This design comes from an exercise in tuning for small area and a short achievable clock period on the open sky130 flow, not from production work. At most, simulation tests tie the RTL to the original design; equivalence was not proved. Only the layout flow was run in runs 3 and 4; the RTL was not checked for function there. Power and IR drop assume default switching activity.

--- flow/design.v ---
module mf_normalize (
    input  wire [2:0]  e_in,
    input  wire        sat_in,
    input  wire [10:0] m_in,
    output reg  [6:0]  y
);
    reg [2:0]  n;
    reg        big;
    reg [3:0]  w;
    integer    i;
    always @* begin
        n   = 3'd0;
        big = m_in[10];                  
        for (i = 4; i < 10; i = i + 1)
            if (m_in[i]) n = i - 3;
        w = 4'd0;
        for (i = 0; i < 7; i = i + 1)
            if (n == i) w = m_in[i +: 4];
        if (sat_in || big || (n > e_in))
            y = 7'h70;
        else
            y = {e_in - n, w};
    end
endmodule
module mf_adder (
    input  wire [7:0]  a,
    input  wire [7:0]  b,           
    input  wire        swp,
    input  wire [2:0]  d,
    output wire [10:0] x,
    output wire        s,
    output wire        tie
);
    wire       sB = swp ? b[7] : a[7];
    wire       sS = swp ? a[7] : b[7];
    wire [3:0] mB = swp ? b[3:0] : a[3:0];
    wire [3:0] mS = swp ? a[3:0] : b[3:0];
    wire [10:0] xS = {7'd0, mS} << d;
    wire [6:0]  hi = xS[10:4];
    wire [3:0]  lo = xS[3:0];
    wire        hiz = (hi == 7'd0);
    wire        same = (a[7] == b[7]);
    wire [4:0]  ls   = {1'b0, lo} + {1'b0, mB};
    wire [4:0]  ld   = {1'b0, lo} - {1'b0, mB};
    wire [3:0]  t2   = mB - lo;
    wire        bor  = hiz && ld[4];
    wire [10:0] sum  = {hi + {6'd0, ls[4]}, ls[3:0]};
    wire [10:0] dif  = {hi - {6'd0, ld[4]}, ld[3:0]};
    assign tie = !same && hiz && (lo == mB);
    assign x   = same ? sum : (bor ? {7'd0, t2} : dif);
    assign s   = (same || bor) ? sB : sS;
endmodule
module mf_multiplier (
    input  wire [7:0] a,
    input  wire [7:0] b,
    output wire [7:0] p,
    output wire [2:0] e,
    output wire       sat,
    output wire       under,
    output wire       s
);
    wire [3:0] esum = {1'b0, a[6:4]} + {1'b0, b[6:4]};
    wire [3:0] eb   = esum - 4'd2;
    assign s     = a[7] ^ b[7];
    assign p     = a[3:0] * b[3:0];
    assign under = (esum < 4'd2);
    assign sat   = (esum >= 4'd9);
    assign e     = eb[2:0];
endmodule
module mf_converter (
    input  wire [31:0] f,
    output reg  [7:0]  exact_y,
    output reg         exact_absent,
    output reg  [7:0]  approx_y
);
    wire        fs = f[31];
    wire [7:0]  fx = f[30:23];
    wire [22:0] ff = f[22:0];
    wire        xz = (fx == 8'd0);
    wire        is_zero = xz && (ff == 23'd0);
    reg neg;
    integer i;
    always @* begin
        neg = xz || (fx <= 8'd124);
        for (i = 0; i < 23; i = i + 1)
            if (ff[i] && (fx <= 8'd147 - i)) neg = 1'b1;
    end
    wire       z14 = (ff[13:0] == 14'd0);
    reg  [3:0] u;
    always @* begin
        u = 4'd0;
        for (i = 14; i < 23; i = i + 1)
            if (ff[i] && u == 4'd0) u = 23 - i;
    end
    wire       xin  = (fx >= 8'd125) && (fx <= 8'd140);
    wire [3:0] xo   = fx[3:0] - 4'd13;                  
    wire [4:0] eo1  = {1'b0, xo} - {1'b0, u};           
    wire [5:0] eo2  = {2'b0, xo} - {1'b0, u, 1'b0} + 6'd3;   
    wire [3:0] top  = {1'b1, ff[22:20]};
    reg        psat;
    reg  [6:0] pos;
    always @* begin
        psat = eo1[4] || (eo1[3:0] > 4'd6);
        if (u <= 4'd3) begin
            pos  = {eo1[2:0], top >> (2'd3 - u[1:0])};
        end else begin
            if (eo2[5]) psat = 1'b1;
            pos  = {eo2[2:0], top};
        end
        if (!xin || !z14) psat = 1'b1;
    end
    wire [6:0] pres = psat ? 7'h70 : pos;
    reg [6:0] nres;
    always @* begin
        if (xz || fx <= 8'd124) nres = 7'h00;
        else if (fx >= 8'd129)  nres = 7'h70;
        else                    nres = {3'd0, top >> (2'd3 - fx[1:0] + 2'd1)};
    end
    always @* begin
        exact_absent = !is_zero && neg;
        if (is_zero)
            exact_y = {fs, 7'd0};
        else
            exact_y = {fs, pres};
        if (is_zero)
            approx_y = {fs, 7'd0};
        else
            approx_y = {fs, neg ? nres : pres};
    end
endmodule
module mf_tof32 (
    input  wire [7:0]  v,
    output reg  [11:0] y
);
    wire       vs = v[7];
    wire [2:0] ve = v[6:4];
    wire [3:0] vm = v[3:0];
    reg  [1:0] p;
    reg  [2:0] frac;
    always @* begin
        if (vm[3])      p = 2'd3;
        else if (vm[2]) p = 2'd2;
        else if (vm[1]) p = 2'd1;
        else            p = 2'd0;
        case (p)
            2'd3:    frac = vm[2:0];
            2'd2:    frac = {vm[1:0], 1'b0};
            2'd1:    frac = {vm[0], 2'b0};
            default: frac = 3'd0;
        endcase
        if (vm == 4'd0)
            y = {vs, 11'd0};
        else
            y = {vs, 8'd125 + {5'd0, ve} + {6'd0, p}, frac};
    end
endmodule
module minifloat_pipe (
    input  wire        clk,
    input  wire        rst,
    input  wire        in_valid,
    input  wire [4:0]  op,
    input  wire [31:0] a,
    input  wire [31:0] b,
    output wire [31:0] y,
    output reg  [1:0]  st,
    output reg         out_valid
);
    localparam ST_OK      = 2'd0;
    localparam ST_ABSENT  = 2'd1;
    localparam ST_ILLEGAL = 2'd2;
    wire [2:0] dab = a[6:4] - b[6:4];
    wire [2:0] dba = b[6:4] - a[6:4];
    wire       bgt = (b[6:4] > a[6:4]);
    reg [4:0]  op_q;
    reg [31:0] a_q;
    reg [7:0]  b_q;
    reg        swp_q;
    reg [2:0]  d_q;
    reg        v1;
    always @(posedge clk) begin
        if (rst) v1 <= 1'b0;
        else     v1 <= in_valid;
        op_q  <= op;
        a_q   <= a;
        b_q   <= b[7:0];
        swp_q <= bgt;
        d_q   <= bgt ? dba : dab;
    end
    wire [7:0] va = a_q[7:0];
    wire [7:0] vb = b_q;
    wire        is_add = (op_q[4:1] == 4'b0110);
    wire [10:0] add_x;
    wire        add_s, add_tie;
    mf_adder u_add (.a(va), .b({vb[7] ^ op_q[0], vb[6:0]}), .swp(swp_q), .d(d_q),
                    .x(add_x), .s(add_s), .tie(add_tie));
    wire [2:0]  add_e = swp_q ? vb[6:4] : va[6:4];
    wire [7:0] mul_p;
    wire [2:0] mul_e;
    wire       mul_sat, mul_under, mul_s;
    mf_multiplier u_mul (.a(va), .b(vb), .p(mul_p), .e(mul_e), .sat(mul_sat),
                         .under(mul_under), .s(mul_s));
    wire [7:0] xfrom_y, afrom_y;
    wire       xfrom_absent;
    mf_converter u_conv (.f(a_q), .exact_y(xfrom_y), .exact_absent(xfrom_absent),
                         .approx_y(afrom_y));
    reg [10:0] o_d;
    reg [2:0]  ne_d;
    reg        nsat_d, rs_d, rz_d;
    reg [1:0]  cls_d, st_d;
    always @* begin
        o_d    = 11'd0;
        ne_d   = 3'd0;
        nsat_d = 1'b0;
        rs_d   = 1'b0;
        rz_d   = 1'b0;
        cls_d  = 2'd1;
        st_d   = ST_OK;
        case (op_q)
            5'd0:  o_d = 11'd0;
            5'd1:  o_d = 11'h21;
            5'd2:  o_d = {3'd0, a_q[16], a_q[10:8], va[3:0]};
            5'd3:  o_d = {10'd0, va[7]};
            5'd4:  o_d = {8'd0, va[6:4]};
            5'd5:  o_d = {7'd0, va[3:0]};
            5'd6:  o_d = {10'd0, va[7]};
            5'd7:  o_d = {10'd0, ~va[7]};
            5'd8:  o_d = (va[6:0] == 7'd0) ? 11'd0 : (va[7] ? 11'hFF : 11'h01);
            5'd9:  o_d = {10'd0, (va == vb)};
            5'd10: begin
                cls_d  = 2'd0;
                o_d    = {1'b0, a_q[9:0]};
                ne_d   = a_q[26:24];
                nsat_d = (a_q[31:24] >= 8'd7) || (a_q[23:10] != 14'd0);
            end
            5'd11: o_d = {3'd0, va ^ 8'h80};
            5'd12, 5'd13: begin
                cls_d  = 2'd0;
                ne_d   = add_e;
                nsat_d = (add_e == 3'd7);
                rs_d   = add_s && !add_tie;
                rz_d   = add_tie;
            end
            5'd14: begin
                cls_d  = 2'd0;
                o_d    = {3'd0, mul_p};
                ne_d   = mul_e;
                nsat_d = mul_sat;
                rs_d   = mul_s;
                rz_d   = mul_under;
            end
            5'd15: begin
                cls_d  = 2'd2;
                o_d    = {3'd0, va};
            end
            5'd16: begin
                if (xfrom_absent) st_d = ST_ABSENT;
                else              o_d  = {3'd0, xfrom_y};
            end
            5'd17: o_d = {3'd0, afrom_y};
            default: st_d = ST_ILLEGAL;
        endcase
    end
    wire [10:0] x_d = is_add ? add_x : o_d;
    reg [10:0] x_q;
    reg [2:0]  ne_q;
    reg        nsat_q, rs_q, rz_q;
    reg [1:0]  cls_q, st2_q;
    reg        v2;
    always @(posedge clk) begin
        if (rst) v2 <= 1'b0;
        else     v2 <= v1;
        x_q    <= x_d;
        ne_q   <= ne_d;
        nsat_q <= nsat_d;
        rs_q   <= rs_d;
        rz_q   <= rz_d;
        cls_q  <= cls_d;
        st2_q  <= st_d;
    end
    wire [6:0] norm_y;
    mf_normalize u_norm (.e_in(ne_q), .sat_in(nsat_q), .m_in(x_q), .y(norm_y));
    wire [11:0] tof_y;
    mf_tof32 u_tof (.v(x_q[7:0]), .y(tof_y));
    reg [7:0]  r_d;
    reg [11:0] h_d;
    always @* begin
        r_d = 8'd0;
        h_d = 12'd0;
        case (cls_q)
            2'd0:    r_d = rz_q ? {rs_q, 7'd0} : {rs_q, norm_y};
            2'd1:    r_d = x_q[7:0];
            default: h_d = tof_y;
        endcase
    end
    reg [7:0]  r_q;
    reg [11:0] h_q;
    always @(posedge clk) begin
        if (rst) out_valid <= 1'b0;
        else     out_valid <= v2;
        r_q <= r_d;
        h_q <= h_d;
        st  <= st2_q;
    end
    assign y = {h_q, 12'd0, r_q};
endmodule
--- flow/constraint.sdc ---
create_clock -name core_clock -period 15.0 [get_ports {clk}]
set_input_delay 3.0000 -clock core_clock [delete_from_list [all_inputs] [get_ports {clk}]]
set_output_delay 3.0000 -clock core_clock [all_outputs]
set_load 0.01 [all_outputs]
--- flow/run.sh ---
#!/bin/bash
# synth_recipe.tcl (not shown) runs the flow's synth.tcl, then flattens the netlist and writes it again
# the make line also repeats each setting of config.mk as NAME=value (left out here)
make -C /OpenROAD-flow-scripts/flow DESIGN_CONFIG=/design/flow/config.mk WORK_HOME=/design/flow/orfs CLKGATE_MAP_FILE= SYNTH_SCRIPT=/design/flow/synth_recipe.tcl finish
--- flow/config.mk ---
export PLATFORM = sky130hd
export DESIGN_NAME = minifloat_pipe
export DESIGN_NICKNAME = minifloat_pipe
export VERILOG_FILES = /design/flow/design.v
export SDC_FILE = /design/flow/constraint.sdc
export NUM_CORES = 4
export LEC_CHECK = 0
export CAP_MARGIN = 20
export CORE_MARGIN = 2
export CORE_UTILIZATION = 40
export SLEW_MARGIN = 20
==> qor.txt, run 1 <==
status -> finished clean
Post-CTS Resized -> 0
register area -> 1860 µm²
DRT Pass-1 Iters -> 5
# clock sinks -> 93
final setup fails -> 0
Synth top area share -> 0.294
CP Launch Point -> a[5]
initial antenna violation count -> 0
grt ovf -> 0
Area growth syn-to-layout -> 16.3%
RSZ-0062 raised after global routing -> false
min-delay src -> st2_q[1]$_DFF_P_
drt via density -> 5.55
max_slew headroom -> 0.371
post-route ant nets -> 0
period utilization -> 0.308
CTS tree -> built
Synth Register Bits -> 93
htree depth -> 3
asr flop ratio synth -> 0
synthesized cell area -> 6330 µm²
vias in the first global route -> 5,233
latest clock arrival within the worst-skew pair -> 350 ps
Max rail drop VDD -> 0.0588 mV
routed len/inst -> 17.2 µm
largest net degree at the start of global routing -> 21
total of max-cap violations -> 0
most frequent cells in the layout -> dfxtp_1 (93), clkdlybuf4s50_1 (70), inv_1 (68)
Nets -> 932
RePlAce Congestion -> 0.894
CP arrival -> 4900 ps
number of flops mapped to enable cells by yosys -> 0
WHS -> 330 ps
chip width -> 130 µm
multi-input logic area -> 3980 µm²
DP HPWL -> 13,500 µm
Post-Layout Cell Count -> 1,006
Mapped Cells -> 750
Root Driver -> clkbuf_16
Worst Path Max Fanout -> 3
first-pass GRT wire length -> 27,500 µm
Final Slew Violations -> 0
CP required -> 15,280 ps
Synth warnings -> 4
Worst-path clk slew -> 70 ps
Inst Count DP -> 990
Tot GR Track Use -> 0.210
routed vias -> 5,586
# IOs -> 107
1st-iter DRT viols -> 415
Core Footprint -> 15,300 µm²
Die Area -> 16,900 µm²
setup TNS -> 0 ps
Syn Area/Cell -> 8.44 µm²
leak pwr -> 0.00312 µW
number of remaining DRC errors -> 0
Post-CTS Hold Fix Bufs -> 0
Critical Path Sink Type -> flop
share of post-route cells with drive strength above 1 -> 0.0428
commonest non-fill, non-tap cell in the layout -> dfxtp_1
antenna cells -> 0
final hold vios -> 0
Fillers -> 1,511
CP startpoint kind -> input port
kind of critical path -> input port to flop
ys flop type -> dfxtp_1
Yosys cell types -> 80
clock skew -> 11.4 ps
Hold Path Class -> flop to flop
RR Startpoint -> a_q[16]$_DFF_P_
Num CTS Buffers -> 9
Worst-Margin Slew -> 936 ps
Seq/Total Area, Yosys -> 0.294
die height -> 130 µm
leading area contributor after synthesis -> dfxtp_1
leading post-synthesis cells by cell area -> dfxtp_1 (29%), ha_1 (11%), fa_1 (4.4%), inv_1 (4.0%), nor2_1 (3.7%)
power density cells -> 103 nW/µm²
fmax -> 217 MHz
port bufs -> 70
Period minus WS final -> 4620 ps
Bufs on Longest Clock Path -> 2
Detailed Route WL -> 17,300 µm
# rows -> 45
Initial Util -> 0.413
setup bufs post-CTS -> 0
layer usage:
layer	part of all wire	global-route usage	up-vias
met3	0.067	0.0344	29
met1	0.46	0.288	2611
met5	0	0	-
met4	0.026	0.0734	0
li1	-	-	2714
met2	0.45	0.335	232
critical path, stage by stage:
cell and delay, ps:
clkdlybuf4s50_1 530, inv_1 100, ha_1 320, a21o_1 120, a21oi_1 70, a31oi_1 330
mux2i_1 280, xor2_1 150
through the flow:
step | power [µW] | instance area (µm²) | util | setup WS, ps
final | 760 | 7360 | 0.481 | 10380
after global routing | 805 | 7360 | 0.481 | 10260
after CTS | 768 | 7360 | 0.481 | 10390
after detailed placement | 539 | 7070 | 0.462 | 10020
after global placement | 535 | 7070 | 0.462 | 10140
after floorplan | 469 | 6370 | - | 10810
final cells by class:
type	count	share of cell area
clock buffers	9	0.0306
inverters	69	0.0352
repair buffers	70	0.0951
flip-flops and latches	93	0.253
well taps	211	0.0358
clock inverters	7	0.00951
multi-input cells	547	0.541
cells by family after synthesis:
group / after synthesis / synth area share
multiplexers: 27 / 0.0506
XOR/XNOR: 25 / 0.0346
buffers and inverters: 121 / 0.0832
flip-flops: 93 / 0.294
AO/OA/AOI/OAI: 171 / 0.185
AND/OR/NAND/NOR: 241 / 0.195
other: 1 / 0.000592
adder cells (fa/ha/maj): 71 / 0.157
synthesized netlist by cell type, types with 17 or more instances:
cell,number
dfxtp_1,93
inv_1,68
nor2_1,62
ha_1,56
nand2_1,54
a21oi_1,44
clkbuf_1,31
nor3_1,28
o21ai_0,23
nor2b_1,18
mux2i_1,17
power breakdown:
part	internal, µW	total, µW	switching, µW
clock network	117	224	107
registers	264	297	33.4
logic	110	239	128
total	491	760	269
sequential cells by signal (all words and copies together) (netlist names), 2 cells and up:
signal,cells
r_q,8
h_q,10
a_q,32
op_q,5
st,2
st2_q,2
cls_q,2
d_q,3
ne_q,3
x_q,11
b_q,8
final timing paths:
path | depth (start not counted) | to | slack (ps)
max | 8 | d_q[2]$_DFF_P_ | 10380
max reg2reg | 13 | x_q[6]$_DFF_P_ | 10760
min | 0 | st[1]$_DFF_P_ | 330
min reg2reg | 0 | st[1]$_DFF_P_ | 330
==> run 2, diff against run 1 <==
==> flow/flow/run.sh (new file) <==
#!/bin/bash
set -euo pipefail
export BUFFER_PORTS_ARGS="-buffer_cell sky130_fd_sc_hd__buf_2"
bash standard.sh SETUP_SLACK_MARGIN=11 finish > standard.log 2>&1
==> flow/standard.sh (new file) <==
#!/bin/bash
# synth_recipe.tcl (not shown) runs the flow's synth.tcl, then flattens the netlist and writes it again
# the make line also repeats each setting of config.mk as NAME=value (left out here)
make -C /OpenROAD-flow-scripts/flow DESIGN_CONFIG=/design/flow/config.mk WORK_HOME=/design/flow/orfs CLKGATE_MAP_FILE= SYNTH_SCRIPT=/design/flow/synth_recipe.tcl "${@:-finish}"
removed: flow/run.sh
==> qor.txt, run 2 <==
status -> finished clean (unchanged)
Worst-path clk slew -> 70 ps (about the same)
Mapped Cells -> 750 (unchanged)
# rows -> 45 (unchanged)
CP Launch Point -> a[6] (was a[5])
Post-CTS Hold Fix Bufs -> 0 (unchanged)
RePlAce Congestion -> 0.904 (was 0.894)
initial antenna violation count -> 0 (unchanged)
largest net degree at the start of global routing -> 21 (unchanged)
synthesized cell area -> 6330 µm² (unchanged)
commonest non-fill, non-tap cell in the layout -> dfxtp_1 (unchanged)
most common cell in the synthesized netlist -> dfxtp_1 (unchanged)
Synth top area share -> 0.294 (unchanged)
final hold vios -> 0 (unchanged)
Bufs on Longest Clock Path -> 2 (unchanged)
grt ovf -> 0 (unchanged)
post-route ant nets -> 0 (unchanged)
total of max-cap violations -> 0 (unchanged)
Tot GR Track Use -> 0.206 (was 0.210)
drt via density -> 5.54 (was 5.55)
Worst Path Max Fanout -> 3 (unchanged)
leak pwr -> 0.00319 µW (was 0.00312 µW)
most frequent cells in the layout -> dfxtp_1 (88), buf_2 (69), inv_1 (67) (was dfxtp_1 (93), clkdlybuf4s50_1 (70), inv_1 (68))
CP required -> 15,280 ps (about the same)
Synth top cells by count -> dfxtp_1 (93), inv_1 (68), nor2_1 (62) (unchanged)
Seq/Total Area, Yosys -> 0.294 (unchanged)
CTS tree -> built (unchanged)
period utilization -> 0.260 (was 0.308)
Num CTS Buffers -> 9 (unchanged)
antenna cells -> 0 (unchanged)
kind of critical path -> input port to flop (unchanged)
# IOs -> 107 (unchanged)
CP startpoint kind -> input port (unchanged)
Worst-Margin Slew -> 924 ps (was 936 ps)
# clock sinks -> 93 (unchanged)
min-delay src -> st2_q[1]$_DFF_P_ (unchanged)
RR Startpoint -> a_q[23]$_DFF_P_ (was a_q[16]$_DFF_P_)
Largest regs -> a_q x32, x_q x11, h_q x10 (unchanged)
chip width -> 130 µm (unchanged)
Fillers -> 1,513 (was 1,511)
leading post-synthesis cells by cell area -> dfxtp_1 (29%), ha_1 (11%), fa_1 (4.4%), inv_1 (4.0%), nor2_1 (3.7%) (unchanged)
share of post-route cells with drive strength above 1 -> 0.146 (was 0.0428)
setup TNS -> 0 ps (unchanged)
Core Footprint -> 15,300 µm² (unchanged)
fmax -> 256 MHz (was 217 MHz)
RSZ-0062 raised after global routing -> false (unchanged)
Period minus WS final -> 3910 ps (was 4620 ps)
Final Slew Violations -> 0 (unchanged)
Root Driver -> clkbuf_16 (unchanged)
Synth warnings -> 4 (unchanged)
Nets -> 933 (was 932)
hold path cells -> 0 (unchanged)
Initial Util -> 0.413 (unchanged)
leading area contributor after synthesis -> dfxtp_1 (unchanged)
Hold Path Class -> flop to flop (unchanged)
Power, Total -> 763 µW (was 760 µW)
Largest Register -> a_q (unchanged)
Die Area -> 16,900 µm² (unchanged)
reg2reg end -> x_q[0]$_DFF_P_ (was x_q[6]$_DFF_P_)
1st-iter DRT viols -> 410 (was 415)
Max rail drop VDD -> 0.0531 mV (was 0.0588 mV)
port bufs -> 70 (unchanged)
Detailed Route WL -> 17,000 µm (was 17,300 µm)
clock skew -> 13.1 ps (was 11.4 ps)
Yosys cell types -> 80 (unchanged)
die height -> 130 µm (unchanged)
final setup fails -> 0 (unchanged)
number of flops mapped to enable cells by yosys -> 0 (unchanged)
worst-case reg-to-reg path depth -> 13 (unchanged)
number of remaining DRC errors -> 0 (unchanged)
asr flop ratio synth -> 0 (unchanged)
Area growth syn-to-layout -> 12.4% (was 16.3%)
latest clock arrival within the worst-skew pair -> 360 ps (was 350 ps)
ys flop type -> dfxtp_1 (unchanged)
CP arrival -> 4190 ps (was 4900 ps)
Synth Register Bits -> 93 (unchanged)
routed len/inst -> 16.8 µm (was 17.2 µm)
Syn Area/Cell -> 8.44 µm² (unchanged)
first-pass GRT wire length -> 27,000 µm (was 27,500 µm)
htree depth -> 3 (unchanged)
DP HPWL -> 13,100 µm (was 13,500 µm)
vias in the first global route -> 5,279 (was 5,233)
DRT Pass-1 Iters -> 5 (unchanged)
Hold EP -> st[1]$_DFF_P_ (unchanged)
routed vias -> 5,575 (was 5,586)
Reg2Reg Setup Slack -> 11,210 ps (was 10,760 ps)
Critical Path Sink Type -> flop (unchanged)
max_slew headroom -> 0.379 (was 0.371)
power density cells -> 107 nW/µm² (was 103 nW/µm²)
max reg flops -> 32 (unchanged)
run 2: changes by cell type in the layout (fill, tap and decap cells not counted), moves of 2 or more:
cell,previous run,this run
clkdlybuf4s50_1,70,0
buf_2,0,69
dfxtp_1,93,88
dfxtp_2,0,5
clkinv_4,0,2
clkinvlp_4,2,0
inv_6,0,2
inv_8,3,1
run 2: logic make-up after synthesis:
logic type               count (synthesis)  share of synthesized area
AO/OA/AOI/OAI                          171                      0.185
XOR/XNOR                                25                     0.0346
AND/OR/NAND/NOR                        241                      0.195
flip-flops                              93                      0.294
other                                    1                   0.000592
multiplexers                            27                     0.0506
buffers and inverters                  121                     0.0832
adder cells (fa/ha/maj)                 71                      0.157
run 2: report_power, final:
group	internal, µW	total, µW	switching, µW
clock	132	233	101
combinational	102	232	130
sequential	264	297	33.3
total	498	763	264
run 2: worst max-delay path, cell delays in order:
cell and delay (ps):
buf_2 90, inv_1 40, ha_1 380, a21oi_2 110
a31oi_4 180, mux2i_1 240, xor2_1 140
run 2: layout make-up:
cell class                 instances  area [µm²]  area share
timing repair buffer              71         364      0.0512
multi-input combinational        547        4040       0.568
sequential                        93        1870       0.263
tap                              211         264      0.0371
inverter                          69         272      0.0382
clock buffer                      10         229      0.0322
clock inverter                     6        76.3      0.0107
run 2: stage by stage:
stage               hold slack [ps]  setup WS (ps)  cell area [µm²]  utilization  std cells
detailed placement              315          10590             6750        0.441        990
finish                          322          11090             7110        0.465       1007
global placement                315          10640             6750        0.441        990
floorplan                       310          10930             6410            -        761
CTS                             324          11050             7080        0.462       1006
global route                    338          11020             7110        0.465       1007
run 2: what timing repair did:
item,CTS,global route
pin swaps,0,1
resized for setup,5,8
hold endpoints to repair,0,0
setup buffers,0,1
gates cloned,0,0
setup endpoints to repair,6,10
run 2: how the worst max path moves through the flow:
stage | end | slack (ps) | cells past startpoint
global placement | d_q[2]$_DFF_P_ | 10640 | 8
global route | d_q[2]$_DFF_P_ | 11020 | 7
floorplan | d_q[2]$_DFF_P_ | 10930 | 7
CTS | d_q[2]$_DFF_P_ | 11050 | 8
finish | d_q[2]$_DFF_P_ | 11090 | 7
detailed placement | d_q[2]$_DFF_P_ | 10590 | 8
run 2: routing by layer:
layer,wire length (µm),vias to the layer above,GRT usage,share of wire
met5,0,-,0,0
met4,424,0,0.0810,0.025
met3,1060,21,0.0361,0.063
met2,7600,194,0.322,0.45
met1,7880,2643,0.283,0.46
li1,-,2717,-,-
==> run 3, diff against run 2 <==
--- a/flow/design.v
+++ b/flow/design.v
@@ -86,29 +86,41 @@
             if (ff[i] && (fx <= 8'd147 - i)) neg = 1'b1;
     end
     wire       z14 = (ff[13:0] == 14'd0);
-    reg  [3:0] u;
+    wire [8:0] fl  = ff[22:14];
+    reg  [9:0] oh;
+    integer k;
     always @* begin
-        u = 4'd0;
-        for (i = 14; i < 23; i = i + 1)
-            if (ff[i] && u == 4'd0) u = 23 - i;
+        oh[0] = (fl == 9'd0);
+        for (k = 1; k < 10; k = k + 1)
+            oh[k] = fl[9 - k] && ((fl & ((9'd1 << (9 - k)) - 9'd1)) == 9'd0);
     end
-    wire       xin  = (fx >= 8'd125) && (fx <= 8'd140);
-    wire [3:0] xo   = fx[3:0] - 4'd13;                  
-    wire [4:0] eo1  = {1'b0, xo} - {1'b0, u};           
-    wire [5:0] eo2  = {2'b0, xo} - {1'b0, u, 1'b0} + 6'd3;   
-    wire [3:0] top  = {1'b1, ff[22:20]};
-    reg        psat;
+    wire       xin = (fx >= 8'd125) && (fx <= 8'd140);
+    wire [3:0] xo  = fx[3:0] - 4'd13;
+    wire [3:0] top = {1'b1, ff[22:20]};
+    reg        pok;
     reg  [6:0] pos;
+    integer    lo, hi;
+    reg  [2:0] c;
     always @* begin
-        psat = eo1[4] || (eo1[3:0] > 4'd6);
-        if (u <= 4'd3) begin
-            pos  = {eo1[2:0], top >> (2'd3 - u[1:0])};
-        end else begin
-            if (eo2[5]) psat = 1'b1;
-            pos  = {eo2[2:0], top};
+        pok = 1'b0;
+        pos = 7'd0;
+        for (k = 0; k < 10; k = k + 1) begin
+            lo = (k <= 3) ? k : 2 * k - 3;
+            hi = k + 6;
+            if (oh[k] && xo >= lo && xo <= hi) pok = 1'b1;
         end
-        if (!xin || !z14) psat = 1'b1;
+        for (k = 0; k < 10; k = k + 1)
+            if (oh[k]) begin
+                if (k <= 3) begin
+                    c   = k;
+                    pos = {xo[2:0] - c, top >> (3 - k)};
+                end else begin
+                    c   = 2 * k - 3;
+                    pos = {xo[2:0] - c, top};
+                end
+            end
     end
+    wire psat = !(pok && xin && z14);
     wire [6:0] pres = psat ? 7'h70 : pos;
     reg [6:0] nres;
     always @* begin
==> flow/flow/run.sh (replaced) <==
#!/bin/bash
set -euo pipefail
export BUFFER_PORTS_ARGS="-buffer_cell sky130_fd_sc_hd__buf_2"
bash standard.sh SETUP_SLACK_MARGIN=11.3 finish > standard.log 2>&1
==> qor.txt, run 3 <==
final setup margin -> 11,200 ps (was 11,090 ps)
Detailed Route WL -> 18,100 µm (was 17,000 µm)
switching part of the total power -> 0.330 (was 0.347)
RePlAce Congestion -> 0.935 (was 0.904)
met2 Track Usage GR -> 0.316 (was 0.322)
largest family of logic cells by synthesized area -> simple AND/OR/NAND/NOR gates (unchanged)
Worst-path clk slew -> 60 ps (was 70 ps)
total of max-cap violations -> 0 (unchanged)
antenna cells -> 0 (unchanged)
Synth Area in XOR/XNOR -> 0.0373 (was 0.0346)
DRT Pass-1 Iters -> 5 (unchanged)
leading area contributor after synthesis -> dfxtp_1 (unchanged)
chip width -> 134 µm (was 130 µm)
Mapped Cells -> 818 (was 750)
CP required -> 15,270 ps (was 15,280 ps)
htree depth -> 3 (unchanged)
kind of critical path -> input port to flop (unchanged)
# clock sinks -> 93 (unchanged)
Max rail drop VDD -> 0.0681 mV (was 0.0531 mV)
commonest non-fill, non-tap cell in the layout -> dfxtp_1 (unchanged)
ys flop type -> dfxtp_1 (unchanged)
Bufs on Longest Clock Path -> 2 (unchanged)
final hold vios -> 0 (unchanged)
most common cell in the synthesized netlist -> dfxtp_1 (unchanged)
Area growth syn-to-layout -> 14.4% (was 12.4%)
Synth warnings -> 4 (unchanged)
Largest Register -> a_q (unchanged)
post-synthesis compound-gate area fraction -> 0.212 (was 0.185)
RSZ-0062 raised after global routing -> true (was false)
most frequent cells in the layout -> dfxtp_1 (76), nor2_1 (70), buf_2 (59) (was dfxtp_1 (88), buf_2 (69), inv_1 (67))
vias in the first global route -> 5,647 (was 5,279)
Seq/Total Area, Yosys -> 0.273 (was 0.294)
pre-CTS setup slack -> 10,610 ps (was 10,590 ps)
power density cells -> 101 nW/µm² (was 107 nW/µm²)
Buf/Inv on CP -> 2 (unchanged)
Slowest-stage cell, CP -> ha_4 (was ha_1)
Post-Synth Adder-Cell Area -> 0.133 (was 0.157)
initial antenna violation count -> 0 (unchanged)
Synth Register Bits -> 93 (unchanged)
clock network power share -> 0.309 (was 0.306)
met1 global-route usage -> 0.295 (was 0.283)
Nets -> 996 (was 933)
combinational fraction of design power -> 0.312 (was 0.304)
post-synthesis simple-gate area fraction -> 0.213 (was 0.195)
Synth top cells by count -> dfxtp_1 (93), nor2_1 (71), inv_1 (59) (was dfxtp_1 (93), inv_1 (68), nor2_1 (62))
share of post-route cells with drive strength above 1 -> 0.198 (was 0.146)
P_int -> 529 µW (was 498 µW)
Num CTS Buffers -> 9 (unchanged)
number of remaining DRC errors -> 0 (unchanged)
drt via density -> 5.61 (was 5.54)
grt ovf -> 0 (unchanged)
Period minus WS final -> 3800 ps (was 3910 ps)
Die Area -> 18,100 µm² (was 16,900 µm²)
CP max stage delay -> 240 ps (was 380 ps)
# IOs -> 107 (unchanged)
Final Slew Violations -> 0 (unchanged)
CP startpoint kind -> input port (unchanged)
synthesized cell area -> 6810 µm² (was 6330 µm²)
Post-Route Utilization -> 0.470 (was 0.465)
Yosys cell types -> 89 (was 80)
die height -> 134 µm (was 130 µm)
first-pass GRT wire length -> 29,300 µm (was 27,000 µm)
# rows -> 47 (was 45)
final setup fails -> 0 (unchanged)
busiest layer in global routing -> met2 (unchanged)
Syn Area/Cell -> 8.32 µm² (was 8.44 µm²)
Synth top area share -> 0.273 (was 0.294)
Tot GR Track Use -> 0.204 (was 0.206)
sw power -> 260 µW (was 264 µW)
Sequential Power Share -> 0.379 (was 0.390)
CP arrival -> 4080 ps (was 4190 ps)
status -> finished clean (unchanged)
CP delay by family, top -> compound AO/OA/AOI/OAI gates (was adder cells)
Hold Path Class -> flop to flop (unchanged)
mux contribution to synthesized area -> 0.0498 (was 0.0506)
Core Footprint -> 16,600 µm² (was 15,300 µm²)
CTS tree -> built (unchanged)
setup TNS -> 0 ps (unchanged)
leak pwr -> 0.00325 µW (was 0.00319 µW)
Critical Path Sink Type -> flop (unchanged)
Largest regs -> a_q x32, x_q x11, h_q x10 (unchanged)
clock skew -> 7.00 ps (was 13.1 ps)
met3 usage in global routing -> 0.0300 (was 0.0361)
Worst-Margin Slew -> 957 ps (was 924 ps)
number of flops mapped to enable cells by yosys -> 0 (unchanged)
period utilization -> 0.254 (was 0.260)
latest clock arrival within the worst-skew pair -> 350 ps (was 360 ps)
asr flop ratio synth -> 0 (unchanged)
Root Driver -> clkbuf_16 (unchanged)
fmax -> 263 MHz (was 256 MHz)
max_slew headroom -> 0.357 (was 0.379)
leading post-synthesis cells by cell area -> dfxtp_1 (27%), ha_1 (9.7%), nor2_1 (3.9%), fa_1 (3.5%), inv_1 (3.3%) (was dfxtp_1 (29%), ha_1 (11%), fa_1 (4.4%), inv_1 (4.0%), nor2_1 (3.7%))
port bufs -> 70 (unchanged)
routed len/inst -> 16.7 µm (was 16.8 µm)
largest net degree at the start of global routing -> 24 (was 21)
ordered list of cells on the worst path -> buf_12, inv_12, ha_4, a21o_1, a21oi_2, a31oi_2, mux2i_1, xor2_1 (was buf_2, inv_1, ha_1, a21oi_2, a31oi_4, mux2i_1, xor2_1)
max reg flops -> 32 (unchanged)
post-route ant nets -> 0 (unchanged)
1st-iter DRT viols -> 715 (was 410)
DP HPWL -> 13,700 µm (was 13,100 µm)
Worst Path Max Fanout -> 2 (was 3)
routed vias -> 6,078 (was 5,575)
Fillers -> 1,634 (was 1,513)
Initial Util -> 0.411 (was 0.413)
## run 3: changes by cell type after synthesis, sizes merged, moves of 6 or more
cell   before  now
a31oi       7   13
nor2       62   72
nor3       29   21
nand2      54   61
mux2i      17   11
buf        21   29
nor2b      18   12
nand3       9   22
o21ai      27   43
inv        69   60
## run 3: per-layer routing
| layer | vias to the layer above | wire length [µm] |
|---|---|---|
| met3 | 28 | 1290 |
| met1 | 2804 | 8490 |
| met4 | 0 | 353 |
| li1 | 3004 | - |
| met5 | - | 0 |
| met2 | 242 | 7950 |
## run 3: area by class of cell
type | instances | area [µm²] | share of cell area
timing repair buffer | 81 | 518 | 0.0665
clock buffer | 12 | 256 | 0.0329
inverter | 60 | 240 | 0.0309
sequential | 93 | 1890 | 0.243
tap | 220 | 275 | 0.0354
multi-input combinational | 614 | 4540 | 0.583
clock inverter | 4 | 70.1 | 0.00900
## run 3: worst paths after layout
path,end,slack (ps),start,cells after the start
min reg2reg,st[1]$_DFF_P_,330,st2_q[1]$_DFF_P_,0
max reg2reg,x_q[10]$_SDFF_PN0_,11310,a_q[2]$_DFF_P_,13
min,st[1]$_DFF_P_,330,st2_q[1]$_DFF_P_,0
max,d_q[2]$_DFF_P_,11200,a[5],8
## run 3: through the flow
step,total power (µW),area [µm²],cells,hold WS [ps]
2_1_floorplan,475,6880,829,310
3_3_place_gp,530,7190,1058,315
3_5_place_dp,533,7190,1058,320
4_1_cts,785,7650,1080,334
5_1_grt,838,7790,1084,339
6_report,789,7790,1084,330
## run 3: power by group through the flow
stage	clock [µW]	sequential, µW	combinational [µW]
2_1_floorplan	0	281	193
3_3_place_gp	0	305	226
3_5_place_dp	0	305	228
4_1_cts	251	299	236
5_1_grt	262	302	275
6_report	244	299	246
## run 3: kinds of logic (layout without fill, tap and decap cells)
| group | Yosys count | count (layout) |
|---|---|---|
| adder cells (fa/ha/maj) | 65 | 65 |
| AND/OR/NAND/NOR | 278 | 278 |
| flip-flops | 93 | 93 |
| XOR/XNOR | 29 | 29 |
| other | 1 | 12 |
| multiplexers | 25 | 25 |
| buffers and inverters | 122 | 157 |
| AO/OA/AOI/OAI | 205 | 205 |
## run 3: what timing repair did
| action | 4_1_cts | 5_1_grt |
|---|---|---|
| endpoints found under the setup margin | 36 | 36 |
| pin swaps | 3 | 2 |
| resized for setup | 29 | 25 |
| buffers inserted | 6 | 4 |
| hold buffers | 0 | 0 |
==> run 4, diff against run 3 <==
--- a/flow/design.v
+++ b/flow/design.v
@@ -28,6 +28,9 @@
     input  wire        swp,
     input  wire [2:0]  d,
     output wire [10:0] x,
+    output wire        inc,
+    output wire        dec,
+    output wire        p1,
     output wire        s,
     output wire        tie
 );
@@ -40,14 +43,14 @@
     wire [3:0]  lo = xS[3:0];
     wire        hiz = (hi == 7'd0);
     wire        same = (a[7] == b[7]);
-    wire [4:0]  ls   = {1'b0, lo} + {1'b0, mB};
-    wire [4:0]  ld   = {1'b0, lo} - {1'b0, mB};
-    wire [3:0]  t2   = mB - lo;
-    wire        bor  = hiz && ld[4];
-    wire [10:0] sum  = {hi + {6'd0, ls[4]}, ls[3:0]};
-    wire [10:0] dif  = {hi - {6'd0, ld[4]}, ld[3:0]};
-    assign tie = !same && hiz && (lo == mB);
-    assign x   = same ? sum : (bor ? {7'd0, t2} : dif);
+    wire [4:0]  r   = {1'b0, lo} + {1'b0, mB ^ {4{!same}}} + {4'd0, !same};
+    wire        c   = r[4];
+    wire        bor = !same && !c && hiz;    
+    assign x   = {hi, bor ? ~r[3:0] : r[3:0]};
+    assign inc = same && c;
+    assign dec = !same && !c && !hiz;
+    assign p1  = bor;
+    assign tie = !same && hiz && c && (r[3:0] == 4'd0);
     assign s   = (same || bor) ? sB : sS;
 endmodule
 module mf_multiplier (
@@ -86,41 +89,29 @@
             if (ff[i] && (fx <= 8'd147 - i)) neg = 1'b1;
     end
     wire       z14 = (ff[13:0] == 14'd0);
-    wire [8:0] fl  = ff[22:14];
-    reg  [9:0] oh;
-    integer k;
+    reg  [3:0] u;
     always @* begin
-        oh[0] = (fl == 9'd0);
-        for (k = 1; k < 10; k = k + 1)
-            oh[k] = fl[9 - k] && ((fl & ((9'd1 << (9 - k)) - 9'd1)) == 9'd0);
+        u = 4'd0;
+        for (i = 14; i < 23; i = i + 1)
+            if (ff[i] && u == 4'd0) u = 23 - i;
     end
-    wire       xin = (fx >= 8'd125) && (fx <= 8'd140);
-    wire [3:0] xo  = fx[3:0] - 4'd13;
-    wire [3:0] top = {1'b1, ff[22:20]};
-    reg        pok;
+    wire       xin  = (fx >= 8'd125) && (fx <= 8'd140);
+    wire [3:0] xo   = fx[3:0] - 4'd13;                  
+    wire [4:0] eo1  = {1'b0, xo} - {1'b0, u};           
+    wire [5:0] eo2  = {2'b0, xo} - {1'b0, u, 1'b0} + 6'd3;   
+    wire [3:0] top  = {1'b1, ff[22:20]};
+    reg        psat;
     reg  [6:0] pos;
-    integer    lo, hi;
-    reg  [2:0] c;
     always @* begin
-        pok = 1'b0;
-        pos = 7'd0;
-        for (k = 0; k < 10; k = k + 1) begin
-            lo = (k <= 3) ? k : 2 * k - 3;
-            hi = k + 6;
-            if (oh[k] && xo >= lo && xo <= hi) pok = 1'b1;
+        psat = eo1[4] || (eo1[3:0] > 4'd6);
+        if (u <= 4'd3) begin
+            pos  = {eo1[2:0], top >> (2'd3 - u[1:0])};
+        end else begin
+            if (eo2[5]) psat = 1'b1;
+            pos  = {eo2[2:0], top};
         end
-        for (k = 0; k < 10; k = k + 1)
-            if (oh[k]) begin
-                if (k <= 3) begin
-                    c   = k;
-                    pos = {xo[2:0] - c, top >> (3 - k)};
-                end else begin
-                    c   = 2 * k - 3;
-                    pos = {xo[2:0] - c, top};
-                end
-            end
+        if (!xin || !z14) psat = 1'b1;
     end
-    wire psat = !(pok && xin && z14);
     wire [6:0] pres = psat ? 7'h70 : pos;
     reg [6:0] nres;
     always @* begin
@@ -202,9 +193,10 @@
     wire [7:0] vb = b_q;
     wire        is_add = (op_q[4:1] == 4'b0110);
     wire [10:0] add_x;
-    wire        add_s, add_tie;
+    wire        add_s, add_tie, add_inc, add_dec, add_p1;
     mf_adder u_add (.a(va), .b({vb[7] ^ op_q[0], vb[6:0]}), .swp(swp_q), .d(d_q),
-                    .x(add_x), .s(add_s), .tie(add_tie));
+                    .x(add_x), .inc(add_inc), .dec(add_dec), .p1(add_p1),
+                    .s(add_s), .tie(add_tie));
     wire [2:0]  add_e = swp_q ? vb[6:4] : va[6:4];
     wire [7:0] mul_p;
     wire [2:0] mul_e;
@@ -275,13 +267,16 @@
     wire [10:0] x_d = is_add ? add_x : o_d;
     reg [10:0] x_q;
     reg [2:0]  ne_q;
-    reg        nsat_q, rs_q, rz_q;
+    reg        nsat_q, rs_q, rz_q, inc_q, dec_q, p1_q;
     reg [1:0]  cls_q, st2_q;
     reg        v2;
     always @(posedge clk) begin
         if (rst) v2 <= 1'b0;
         else     v2 <= v1;
         x_q    <= x_d;
+        inc_q  <= is_add && add_inc;
+        dec_q  <= is_add && add_dec;
+        p1_q   <= is_add && add_p1;
         ne_q   <= ne_d;
         nsat_q <= nsat_d;
         rs_q   <= rs_d;
@@ -290,7 +285,9 @@
         st2_q  <= st_d;
     end
     wire [6:0] norm_y;
-    mf_normalize u_norm (.e_in(ne_q), .sat_in(nsat_q), .m_in(x_q), .y(norm_y));
+    wire [6:0] xh = x_q[10:4] + (dec_q ? 7'h7F : {6'd0, inc_q});
+    wire [3:0] xl = x_q[3:0] + {3'd0, p1_q};
+    mf_normalize u_norm (.e_in(ne_q), .sat_in(nsat_q), .m_in({xh, xl}), .y(norm_y));
     wire [11:0] tof_y;
     mf_tof32 u_tof (.v(x_q[7:0]), .y(tof_y));
     reg [7:0]  r_d;
==> qor.txt, run 4 <==
status -> finished clean (unchanged)
grt ovf -> 0 (unchanged)
Largest Register -> a_q (unchanged)
post-route ant nets -> 0 (unchanged)
die height -> 130 µm (was 134 µm)
CP startpoint kind -> input port (unchanged)
Initial Util -> 0.412 (was 0.411)
htree depth -> 3 (unchanged)
Power, Total -> 757 µW (was 789 µW)
Reg2Reg Setup Slack -> 11,460 ps (was 11,310 ps)
Worst-Margin Slew -> 926 ps (was 957 ps)
Max rail drop VDD -> 0.0572 mV (was 0.0681 mV)
RSZ-0062 raised after global routing -> true (unchanged)
drt via density -> 5.59 (was 5.61)
first-pass GRT wire length -> 27,200 µm (was 29,300 µm)
CP Capture Point -> d_q[2]$_DFF_P_ (unchanged)
latest clock arrival within the worst-skew pair -> 360 ps (was 350 ps)
vias in the first global route -> 5,422 (was 5,647)
CP Launch Point -> a[5] (unchanged)
initial antenna violation count -> 0 (unchanged)
# rows -> 45 (was 47)
Hold Path Class -> flop to flop (unchanged)
Mapped Cells -> 731 (was 818)
Detailed Route WL -> 16,700 µm (was 18,100 µm)
1st-iter DRT viols -> 376 (was 715)
antenna cells -> 0 (unchanged)
Period minus WS final -> 3860 ps (was 3800 ps)
share of post-route cells with drive strength above 1 -> 0.192 (was 0.198)
RePlAce Congestion -> 0.999 (was 0.935)
leak pwr -> 0.00319 µW (was 0.00325 µW)
kind of critical path -> input port to flop (unchanged)
Worst-path clk slew -> 70 ps (was 60 ps)
Synth warnings -> 4 (unchanged)
number of remaining DRC errors -> 0 (unchanged)
leading post-synthesis cells by cell area -> dfxtp_1 (30%), ha_1 (10%), fa_1 (4.1%), a21oi_1 (3.3%), nand2_1 (3.1%) (was dfxtp_1 (27%), ha_1 (9.7%), nor2_1 (3.9%), fa_1 (3.5%), inv_1 (3.3%))
Bufs on Longest Clock Path -> 2 (unchanged)
total of max-cap violations -> 0 (unchanged)
Critical Path Sink Type -> flop (unchanged)
period utilization -> 0.257 (was 0.254)
worst-case reg-to-reg path depth -> 9 (was 13)
Final Slew Violations -> 0 (unchanged)
DRT Pass-1 Iters -> 4 (was 5)
DP HPWL -> 12,800 µm (was 13,700 µm)
Root Driver -> clkbuf_16 (unchanged)
Largest regs -> a_q x32, x_q x11, h_q x10 (unchanged)
reg2reg end -> rz_q$_DFF_P_ (was x_q[10]$_SDFF_PN0_)
chip width -> 130 µm (was 134 µm)
final hold vios -> 0 (unchanged)
ys flop type -> dfxtp_1 (unchanged)
routed len/inst -> 16.7 µm (about the same)
Syn Area/Cell -> 8.62 µm² (was 8.32 µm²)
largest net degree at the start of global routing -> 21 (was 24)
Yosys cell types -> 79 (was 89)
most frequent cells in the layout -> dfxtp_1 (80), buf_2 (58), nor2_1 (52) (was dfxtp_1 (76), nor2_1 (70), buf_2 (59))
Synth Register Bits -> 96 (was 93)
CTS tree -> built (unchanged)
Core Footprint -> 15,300 µm² (was 16,600 µm²)
routed vias -> 5,595 (was 6,078)
clock skew -> 12.2 ps (was 7.00 ps)
Num CTS Buffers -> 9 (unchanged)
commonest non-fill, non-tap cell in the layout -> dfxtp_1 (unchanged)
asr flop ratio synth -> 0 (unchanged)
max_slew headroom -> 0.378 (was 0.357)
RR Startpoint -> swp_q$_DFF_P_ (was a_q[2]$_DFF_P_)
Synth top cells by count -> dfxtp_1 (96), ha_1 (52), nand2_1 (52), nor2_1 (52), inv_1 (49) (was dfxtp_1 (93), nor2_1 (71), inv_1 (59))
Synth top area share -> 0.305 (was 0.273)
number of flops mapped to enable cells by yosys -> 0 (unchanged)
leading area contributor after synthesis -> dfxtp_1 (unchanged)
Worst Path Max Fanout -> 2 (unchanged)
synthesized cell area -> 6300 µm² (was 6810 µm²)
max reg flops -> 32 (unchanged)
Tot GR Track Use -> 0.206 (was 0.204)
Nets -> 922 (was 996)
most common cell in the synthesized netlist -> dfxtp_1 (unchanged)
Area growth syn-to-layout -> 17.0% (was 14.4%)
Die Area -> 16,800 µm² (was 18,100 µm²)
port bufs -> 70 (unchanged)
CP arrival -> 4140 ps (was 4080 ps)
# clock sinks -> 96 (was 93)
setup TNS -> 0 ps (unchanged)
Seq/Total Area, Yosys -> 0.305 (was 0.273)
CP required -> 15,280 ps (was 15,270 ps)
power density cells -> 103 nW/µm² (was 101 nW/µm²)
# IOs -> 107 (unchanged)
fmax -> 259 MHz (was 263 MHz)
final setup fails -> 0 (unchanged)
run 4: cell types whose count changed in the layout (fill, tap and decap cells not counted), moves of 5 or more:
| cell | delta |
|---|---|
| inv_1 | -10 |
| nor2_1 | -18 |
| nor3_1 | +7 |
| nand3_1 | -8 |
| a31oi_1 | -6 |
| mux4_2 | -5 |
| nor2b_1 | +8 |
| nand2b_1 | -7 |
| o21ai_0 | -16 |
| nand2_1 | -6 |
| a211oi_1 | -5 |
| mux2i_1 | +9 |
run 4: layer usage:
layer  global-route usage  wire length [µm]  vias to the layer above
met4                0.101               546                        0
li1                     -                 -                     2719
met5                    0                 0                        -
met3               0.0318               903                       43
met2                0.339              7830                      199
met1                0.265              7460                     2634
run 4: cell type report:
| type | instances | area [µm²] |
|---|---|---|
| Clock buffer | 9 | 225 |
| Fill cell | 1515 | 7940 |
| Sequential cell | 96 | 1950 |
| Clock inverter | 7 | 96.3 |
| Tap cell | 211 | 264 |
| Timing Repair Buffer | 78 | 494 |
| Inverter | 49 | 196 |
| Multi-Input combinational cell | 551 | 4150 |
run 4: cells by family after synthesis:
logic type,count (synthesis),share of synthesized area
AND/OR/NAND/NOR,235,0.192
AO/OA/AOI/OAI,182,0.201
flip-flops,96,0.305
buffers and inverters,95,0.0671
adder cells (fa/ha/maj),65,0.145
XOR/XNOR,32,0.0471
multiplexers,25,0.0429
other,1,0.000595
run 4: repair_timing:
item,4_1_cts,5_1_grt
pin swaps,4,8
hold buffers,0,0
endpoints found under the setup margin,41,41
setup buffers,5,2
resized for setup,29,28
endpoints found under the hold margin,0,0
run 4: where the power goes:
part	internal, µW	total, µW	switching (µW)
clock network	135	245	110
registers	272	303	31.1
logic	95.6	210	114
run 4: metrics by stage:
| stage | util | setup slack [ps] | cell area, µm² | hold slack (ps) | std cells |
|---|---|---|---|---|---|
| 2_1_floorplan | - | 10940 | 6400 | 310 | 742 |
| 3_3_place_gp | 0.443 | 10640 | 6790 | 323 | 978 |
| 3_5_place_dp | 0.443 | 10580 | 6790 | 315 | 978 |
| 4_1_cts | 0.474 | 11150 | 7260 | 332 | 999 |
| 5_1_grt | 0.481 | 11080 | 7370 | 332 | 1001 |
| 6_report | 0.481 | 11140 | 7370 | 327 | 1001 |
run 4: worst min-delay path by stage:
stage | from | to | cells past startpoint
detailed placement | st2_q[1]$_DFF_P_ | st[1]$_DFF_P_ | 0
global route | st2_q[1]$_DFF_P_ | st[1]$_DFF_P_ | 0
global placement | st2_q[1]$_DFF_P_ | st[1]$_DFF_P_ | 0
CTS | st2_q[1]$_DFF_P_ | st[1]$_DFF_P_ | 0
finish | st2_q[1]$_DFF_P_ | st[1]$_DFF_P_ | 0
floorplan | st2_q[0]$_DFF_P_ | st[0]$_DFF_P_ | 0
run 4: worst max-delay path, cell delays in order:
cell     delay, ps
buf_12          90
inv_12          30
ha_4           250
a21o_1         110
a21oi_2         50
a31oi_2        180
mux2i_1        250
xor2_1         170

## afterwards: timing with drivers on the ports
How much do the figures lean on ideal ports? The routed layouts below were timed once more, with nothing changed but the port constraints. Step 1 (the two cells are an assumption about what drives the block):
set clk [get_ports {clk}]
set_driving_cell -lib_cell sky130_fd_sc_hd__clkbuf_16 $clk
set_driving_cell -lib_cell sky130_fd_sc_hd__buf_2 [delete_from_list [all_inputs] $clk]
Step 2 adds t to the input delays and takes it off the output delays; t is the mean of the earliest and latest rising clock arrival at the registers after step 1. Input paths then give back, and output paths get back, about the clock's delay inside the block. Slacks: ideal ports / drivers / drivers and shift; pairs: ideal ports / drivers.
run	shift t [ns]	setup WS [ns]	worst setup path at the end	worst data-port slew with drivers (ns)
run 1	0.388	10.384 / 10.398 / 10.010	input to register	0.04
run 2	0.389	11.095 / 11.105 / 10.717	input to register	0.04
run 3	0.382	11.195 / 11.170 / 10.791	input to register	0.06
run 4	0.396	11.141 / 11.120 / 10.724	input to register	0.06
After both steps setup and hold are still met in every run listed. The setup slack of run 4, which loses most, moves by -0.021 ns with the drivers and by -0.417 ns with both steps.
